This is an optimization exercise on Yosys and OpenROAD, whose aim is small area and a short achievable clock period, not a production implementation.
At most, simulation tests tie the RTL to the original design; equivalence was not proved.
No activity file was given, so power comes from the tool's default toggle rates.

## run a
// amaf_core
module amaf_core (
    input  wire        clk,
    input  wire        rst,
    input  wire        s_valid,
    input  wire [15:0] s_data,
    output wire        s_ready,
    output wire [15:0] cv_avg,
    input  wire [15:0] cv_mv,
    output wire        o_valid,
    output wire [69:0] o_data
);
Size: ~1600 flip-flops, about 120 I/O pins, ~56000 sq um of cells after synthesis.
==> module amaf_slide, before the edit <==
module amaf_slide (
    input  wire signed [15:0] raw,
    input  wire signed [16:0] hi,
    input  wire signed [16:0] lo,
    input  wire        [15:0] rest_lo,
    input  wire        [6:0]  top,
    input  wire        [6:0]  top_dn,
    input  wire        [6:0]  top_up,
    input  wire               primed,
    output wire               slope,
    output wire signed [22:0] sum_next
);
    wire        [16:0] low       = {1'b0, rest_lo} + {1'b0, raw};
    wire        [6:0]  top_c0    = raw[15] ? top_dn : top;
    wire        [6:0]  top_c1    = raw[15] ? top : top_up;
    wire        [6:0]  top_sel   = low[16] ? top_c1 : top_c0;
    wire signed [22:0] sum_slide = {top_sel, low[15:0]};
    wire signed [22:0] raw_x128  = {raw, 7'd0};
    assign slope    = (raw > hi) || (raw < lo);
    assign sum_next = (!primed || slope) ? raw_x128 : sum_slide;
endmodule
export LEC_CHECK = 0
export CAP_MARGIN = 20
export CORE_MARGIN = 2
export CORE_UTILIZATION = 40
export CTS_BUF_LIST = sky130_fd_sc_hd__clkbuf_8
export PLACE_DENSITY = 0.75
export SLEW_MARGIN = 20
export SYNTH_HIERARCHICAL = 1
create_clock -name core_clock -period 20.0 [get_ports {clk}]
standard.sh (not shown) runs the stock make flow with config.mk's settings and CLKGATE_MAP_FILE= SYNTH_SCRIPT=/design/flow/synth_recipe.tcl, a recipe that flattens the netlist after the stock synthesis.
==> flow/flow/run.sh <==
#!/bin/bash
# Standard ORFS layout with a tighter internal repair target, plain small
# port buffers and a leaner clock tree. The SDC (period, I/O delays, loads)
# is the standard flow's, unchanged.
set -euo pipefail
bash standard.sh synth > synth.log 2>&1
bash standard.sh \
  REMOVE_ABC_BUFFERS=1 \
  SETUP_SLACK_MARGIN=10.5 \
  "BUFFER_PORTS_ARGS=-buffer_cell sky130_fd_sc_hd__buf_1" \
  "CTS_ARGS=-sink_clustering_enable -repair_clock_nets -dont_use_dummy_load -buf_list sky130_fd_sc_hd__clkbuf_8 -sink_clustering_size 16 -sink_clustering_max_diameter 80" \
  finish > layout.log 2>&1
What run b does differently from run a at the input level:
--- a/flow/design.v
+++ b/flow/design.v
@@ -156,5 +156,9 @@
     output wire signed [22:0] sum_next
 );
-    wire        [16:0] low       = {1'b0, rest_lo} + {1'b0, raw};
+    wire        [7:0]  low_lo    = {1'b0, rest_lo[6:0]} + {1'b0, raw[6:0]};
+    wire        [9:0]  low_h0    = {1'b0, rest_lo[15:7]} + {1'b0, raw[15:7]};
+    wire        [9:0]  low_h1    = {1'b0, rest_lo[15:7]} + {1'b0, raw[15:7]} + 10'd1;
+    wire        [9:0]  low_hi    = low_lo[7] ? low_h1 : low_h0;
+    wire        [16:0] low       = {low_hi, low_lo[6:0]};
     wire        [6:0]  top_c0    = raw[15] ? top_dn : top;
     wire        [6:0]  top_c1    = raw[15] ? top : top_up;
==> comparison <==
- Compared to run a, run b has routed length per instance 1.0% higher.
- Diff run a -> run b: cell depth of the worst setup path up 5; die area flat; synthesized cell count flat; part of the power in combinational logic up 3.3 points.
- In terms of synthesized area, run a and run b differ only marginally.
No functional check of the RTL was part of run b.

========
Another version of the RTL of amaf_core (not shown whole).
For scale: about 2800 cells after synthesis, roughly 120 I/O pins, ~0.057 mm² of cells after synthesis.
==> flow/design.v (excerpt) <==
module amaf_core (
    input  wire        clk,
    input  wire        rst,
    input  wire        s_valid,
    input  wire [15:0] s_data,
    output wire        s_ready,
    output wire [15:0] cv_avg,
    input  wire [15:0] cv_mv,
    output wire        o_valid,
    output wire [69:0] o_data
);
==> module amaf_slide, before the edit <==
module amaf_slide (
    input  wire signed [15:0] raw,
    input  wire signed [16:0] hi,
    input  wire signed [16:0] lo,
    input  wire        [15:0] rest_lo,
    input  wire        [6:0]  top,
    input  wire        [6:0]  top_dn,
    input  wire        [6:0]  top_up,
    input  wire               primed,
    output wire               slope,
    output wire signed [22:0] sum_next
);
    wire        [16:0] low       = {1'b0, rest_lo} + {1'b0, raw};
    wire        [6:0]  top_sel   = (low[16] == raw[15]) ? top : (low[16] ? top_up : top_dn);
    wire signed [22:0] sum_slide = {top_sel, low[15:0]};
    wire signed [22:0] raw_x128  = {raw, 7'd0};
    assign slope    = (raw > hi) || (raw < lo);
    assign sum_next = (!primed || slope) ? raw_x128 : sum_slide;
endmodule
export LEC_CHECK = 0
export CAP_MARGIN = 20
export CORE_MARGIN = 2
export CORE_UTILIZATION = 40
export CTS_BUF_LIST = sky130_fd_sc_hd__clkbuf_8
export SLEW_MARGIN = 20
export SYNTH_HIERARCHICAL = 1
create_clock -name core_clock -period 20.0 [get_ports {clk}]
Scripts as last shown in full above: flow/flow/run.sh
==> next run, changes <==
--- a/flow/design.v
+++ b/flow/design.v
@@ -150,12 +150,14 @@
     input  wire        [6:0]  top_up,
     input  wire               primed,
     output wire               slope,
     output wire signed [22:0] sum_next
 );
     wire        [16:0] low       = {1'b0, rest_lo} + {1'b0, raw};
-    wire        [6:0]  top_sel   = (low[16] == raw[15]) ? top : (low[16] ? top_up : top_dn);
+    wire        [6:0]  top_c0    = raw[15] ? top_dn : top;
+    wire        [6:0]  top_c1    = raw[15] ? top : top_up;
+    wire        [6:0]  top_sel   = low[16] ? top_c1 : top_c0;
     wire signed [22:0] sum_slide = {top_sel, low[15:0]};
     wire signed [22:0] raw_x128  = {raw, 7'd0};
     assign slope    = (raw > hi) || (raw < lo);
     assign sum_next = (!primed || slope) ? raw_x128 : sum_slide;
 endmodule
Critical path depth is unchanged. Setup slack improved by 0.22 ns. Cell area came out higher by about 0.75%. Total power barely changes. Routed wire length grows by about 0.38%. Combinational power barely changes. Clock power hardly moves. Register-to-register slack degrades by 0.75 ns. Sequential share of layout area came out lower by 0.58 points. Hold slack improves by 0.0064 ns. Fmax is higher by 2.2%. Synthesized area hardly moves.
Only the layout flow was run in the second run of this note; the RTL was not checked for function there.

========
The RTL this note starts from:
==> flow/design.v <==
module amaf_core (
    input  wire        clk,
    input  wire        rst,
    input  wire        s_valid,
    input  wire [15:0] s_data,
    output wire        s_ready,
    output wire [15:0] cv_avg,
    input  wire [15:0] cv_mv,
    output wire        o_valid,
    output wire [69:0] o_data
);
    localparam integer N  = 128;
    localparam integer DW = 12;
    reg        [DW-1:0] dif [0:N-1];   
    reg signed [15:0]   last_raw;      
    reg signed [15:0]   ev;            
    reg signed [15:0]   avg;           
    reg        [6:0]    sum_lo;        
    reg        [6:0]    cnt;           
    reg                 wrapped;       
    reg                 err_sticky;
    reg               o_valid_r;
    reg signed [15:0] o_mv;
    reg        [5:0]  o_step;
    reg               o_act;
    reg               o_chg;
    reg               o_err;
    reg        [1:0]  o_path;
    wire primed = |o_path;
    wire tick   = s_valid && !rst;
    wire signed [15:0] raw = s_data;
    wire signed [22:0] sum = {avg, sum_lo};
    wire signed [16:0] hi    = avg + 17'sd1000;
    wire signed [16:0] lo    = avg - 17'sd1000;
    wire               slope = (raw > hi) || (raw < lo);
    wire               fill  = !primed || slope;
    wire        [1:0]  path  = !primed ? 2'd1 : (slope ? 2'd2 : 2'd3);
    wire signed [22:0] sum_rest  = sum - ev;
    wire signed [22:0] sum_slide = sum_rest + raw;
    wire signed [22:0] raw_x128  = {raw, 7'd0};
    wire signed [22:0] sum_next  = fill ? raw_x128 : sum_slide;
    wire signed [15:0] avg_next  = sum_next[22:7];
    assign cv_avg = avg_next;
    wire signed [15:0] d126      = {{(16-DW){dif[N-2][DW-1]}}, dif[N-2]};
    wire               wrapped_n = wrapped || (cnt == N - 1);
    wire signed [15:0] ev_next   = wrapped_n ? ev + d126 : ev;
    wire        [15:0] d_new     = raw - last_raw;
    wire signed [15:0] mv     = cv_mv;
    wire               err_lo = mv < -16'sd41;
    wire               err_hi = mv > 16'sd5021;
    wire               err    = err_lo || err_hi;
    wire        [12:0] x      = mv[12:0] + 13'd41;
    wire        [24:0] prod   = x * 13'd6317;
    wire        [5:0]  q      = prod[24:19];
    wire        [6:0]  fr     = prod[18:12];
    wire        [5:0]  idx    = err_lo ? 6'd0 : (err_hi ? 6'd60 : q);
    wire               act    = err || (fr < 7'd32) || (fr >= 7'd95);
    wire               chg    = !primed || (idx != o_step);
    integer i;
    always @(posedge clk) begin
        if (tick) begin
            for (i = N - 1; i > 0; i = i - 1)
                dif[i] <= dif[i-1];
            dif[0] <= d_new[DW-1:0];
        end
    end
    always @(posedge clk) begin
        if (tick) begin
            last_raw  <= raw;
            ev        <= fill ? raw : ev_next;
            sum_lo    <= sum_next[6:0];
            cnt       <= fill ? 7'd0 : cnt + 7'd1;
            wrapped   <= fill ? 1'b0 : wrapped_n;
        end
    end
    always @(posedge clk) begin
        if (rst) begin
            avg        <= 16'sd0;
            err_sticky <= 1'b0;
            o_valid_r  <= 1'b0;
            o_mv       <= 16'sd0;
            o_step     <= 6'd0;
            o_act      <= 1'b0;
            o_chg      <= 1'b0;
            o_err      <= 1'b0;
            o_path     <= 2'd0;
        end else if (tick) begin
            avg        <= avg_next;
            err_sticky <= err_sticky || err;
            o_valid_r  <= 1'b1;
            o_mv       <= mv;
            o_step     <= idx;
            o_act      <= act;
            o_chg      <= chg;
            o_err      <= err;
            o_path     <= path;
        end else begin
            o_valid_r  <= 1'b0;
        end
    end
    wire [15:0] o_rep = o_step * 7'd83;
    wire [3:0]  o_mag = !o_act ? 4'd0 : (o_step < 6'd10 ? o_step[3:0] : 4'd10);
    wire [5:0]  o_ind = {o_step[5:1], o_step[0] | (primed && o_step[5:1] == 5'd0)};
    assign s_ready = 1'b1;
    assign o_valid = o_valid_r;
    assign o_data  = {err_sticky, o_path, o_err, o_chg, o_act, o_mag,
                      o_ind, o_step, o_rep, o_mv, avg};
endmodule
clock: 20.0 ns
lec_check: 0
cap_margin: 20
core_margin: 2
core_utilization: 40
cts_buf_list: sky130_fd_sc_hd__clkbuf_8
cts_cluster_size: 40
slew_margin: 20
run.sh (not shown) runs the stock make flow with config.mk's settings and CLKGATE_MAP_FILE= SYNTH_SCRIPT=/design/flow/synth_recipe.tcl, a recipe that flattens the netlist after the stock synthesis.
Stock flow here: none of the scripts above is used.
Then changed:
--- a/flow/design.v
+++ b/flow/design.v
@@ -46,18 +46,47 @@
     wire signed [15:0] ev_next   = wrapped_n ? ev + d126 : ev;
     wire        [15:0] d_new     = raw - last_raw;
     wire signed [15:0] mv     = cv_mv;
     wire               err_lo = mv < -16'sd41;
     wire               err_hi = mv > 16'sd5021;
     wire               err    = err_lo || err_hi;
-    wire        [12:0] x      = mv[12:0] + 13'd41;
-    wire        [24:0] prod   = x * 13'd6317;
-    wire        [5:0]  q      = prod[24:19];
-    wire        [6:0]  fr     = prod[18:12];
+    reg         [5:0]  tq;
+    reg         [6:0]  tr;
+    always @(*) begin
+        case (mv[12:8])
+            5'd0: begin tq = 6'd0; tr = 7'd41; end
+            5'd1: begin tq = 6'd3; tr = 7'd48; end
+            5'd2: begin tq = 6'd6; tr = 7'd55; end
+            5'd3: begin tq = 6'd9; tr = 7'd62; end
+            5'd4: begin tq = 6'd12; tr = 7'd69; end
+            5'd5: begin tq = 6'd15; tr = 7'd76; end
+            5'd6: begin tq = 6'd19; tr = 7'd0; end
+            5'd7: begin tq = 6'd22; tr = 7'd7; end
+            5'd8: begin tq = 6'd25; tr = 7'd14; end
+            5'd9: begin tq = 6'd28; tr = 7'd21; end
+            5'd10: begin tq = 6'd31; tr = 7'd28; end
+            5'd11: begin tq = 6'd34; tr = 7'd35; end
+            5'd12: begin tq = 6'd37; tr = 7'd42; end
+            5'd13: begin tq = 6'd40; tr = 7'd49; end
+            5'd14: begin tq = 6'd43; tr = 7'd56; end
+            5'd15: begin tq = 6'd46; tr = 7'd63; end
+            5'd16: begin tq = 6'd49; tr = 7'd70; end
+            5'd17: begin tq = 6'd52; tr = 7'd77; end
+            5'd18: begin tq = 6'd56; tr = 7'd1; end
+            5'd19: begin tq = 6'd59; tr = 7'd8; end
+            5'd31: begin tq = 6'd61; tr = 7'd34; end
+            default: begin tq = 6'd0; tr = 7'd0; end
+        endcase
+    end
+    wire        [8:0]  s      = tr + mv[7:0];
+    wire        [5:0]  q      = tq + (s >= 9'd83  ? 6'd1 : 6'd0) + (s >= 9'd166 ? 6'd1 : 6'd0)
+                                   + (s >= 9'd249 ? 6'd1 : 6'd0) + (s >= 9'd332 ? 6'd1 : 6'd0);
+    wire               mid    = (s >= 9'd21  && s <= 9'd61)  || (s >= 9'd104 && s <= 9'd144) ||
+                                (s >= 9'd187 && s <= 9'd227) || (s >= 9'd270 && s <= 9'd310);
     wire        [5:0]  idx    = err_lo ? 6'd0 : (err_hi ? 6'd60 : q);
-    wire               act    = err || (fr < 7'd32) || (fr >= 7'd95);
+    wire               act    = err || !mid;
     wire               chg    = !primed || (idx != o_step);
     integer i;
     always @(posedge clk) begin
         if (tick) begin
             for (i = N - 1; i > 0; i = i - 1)
                 dif[i] <= dif[i-1];
Final area came out lower by 3.8%.
Setup slack improved by 110 ps.
Wire length came out lower by 2.0%.
Clock power came out lower by about 7%.
Worst hold slack improved by 26 ps.
Area after synthesis came out lower by 3.5%.
Count of clock-buffer cells in the layout came out lower by 49.
Sequential share of layout area came out higher by 2.9 points.
Function not checked in the first run of this note: the RTL went through the layout flow alone.

separate check: timing with driven ports:
The flow's constraints put no driver on any port. The routed layouts listed below were extracted and timed again, unchanged, in two steps.
Step 1 assumes that a clkbuf_16 drives the clock port and a buf_2 every other input.
Step 2, shift: input delay + t, output delay - t, t = (earliest + latest rising clock arrival at the registers) / 2. This alone moves slack from input paths to output paths.
a / b / c = ideal / step 1 / step 2; a / b = the first two.
| run | shift t [ns] | setup WS [ns] | hold WS [ns] |
|---|---|---|---|
| run a | 0.811 | 9.694 / 9.653 / 9.653 | 0.343 / 0.343 / 0.343 |
| run b | 0.798 | 8.988 / 8.957 / 8.957 | 0.348 / 0.348 / 0.348 |
| the first run of note 2 | 0.814 | 9.436 / 9.338 / 9.338 | 0.323 / 0.323 / 0.323 |
| the second run of note 2 | 0.841 | 9.660 / 9.593 / 9.593 | 0.329 / 0.329 / 0.329 |
| the first run of note 3 | 0.956 | 7.631 / 7.492 / 7.492 | 0.374 / 0.374 / 0.374 |
| the second run of note 3 | 0.944 | 7.738 / 7.710 / 7.710 | 0.400 / 0.400 / 0.400 |
After both steps every run listed still meets setup and hold. For the first run of note 3, which loses most, drivers alone change the setup slack by -0.139 ns; drivers and shift together by -0.139 ns.
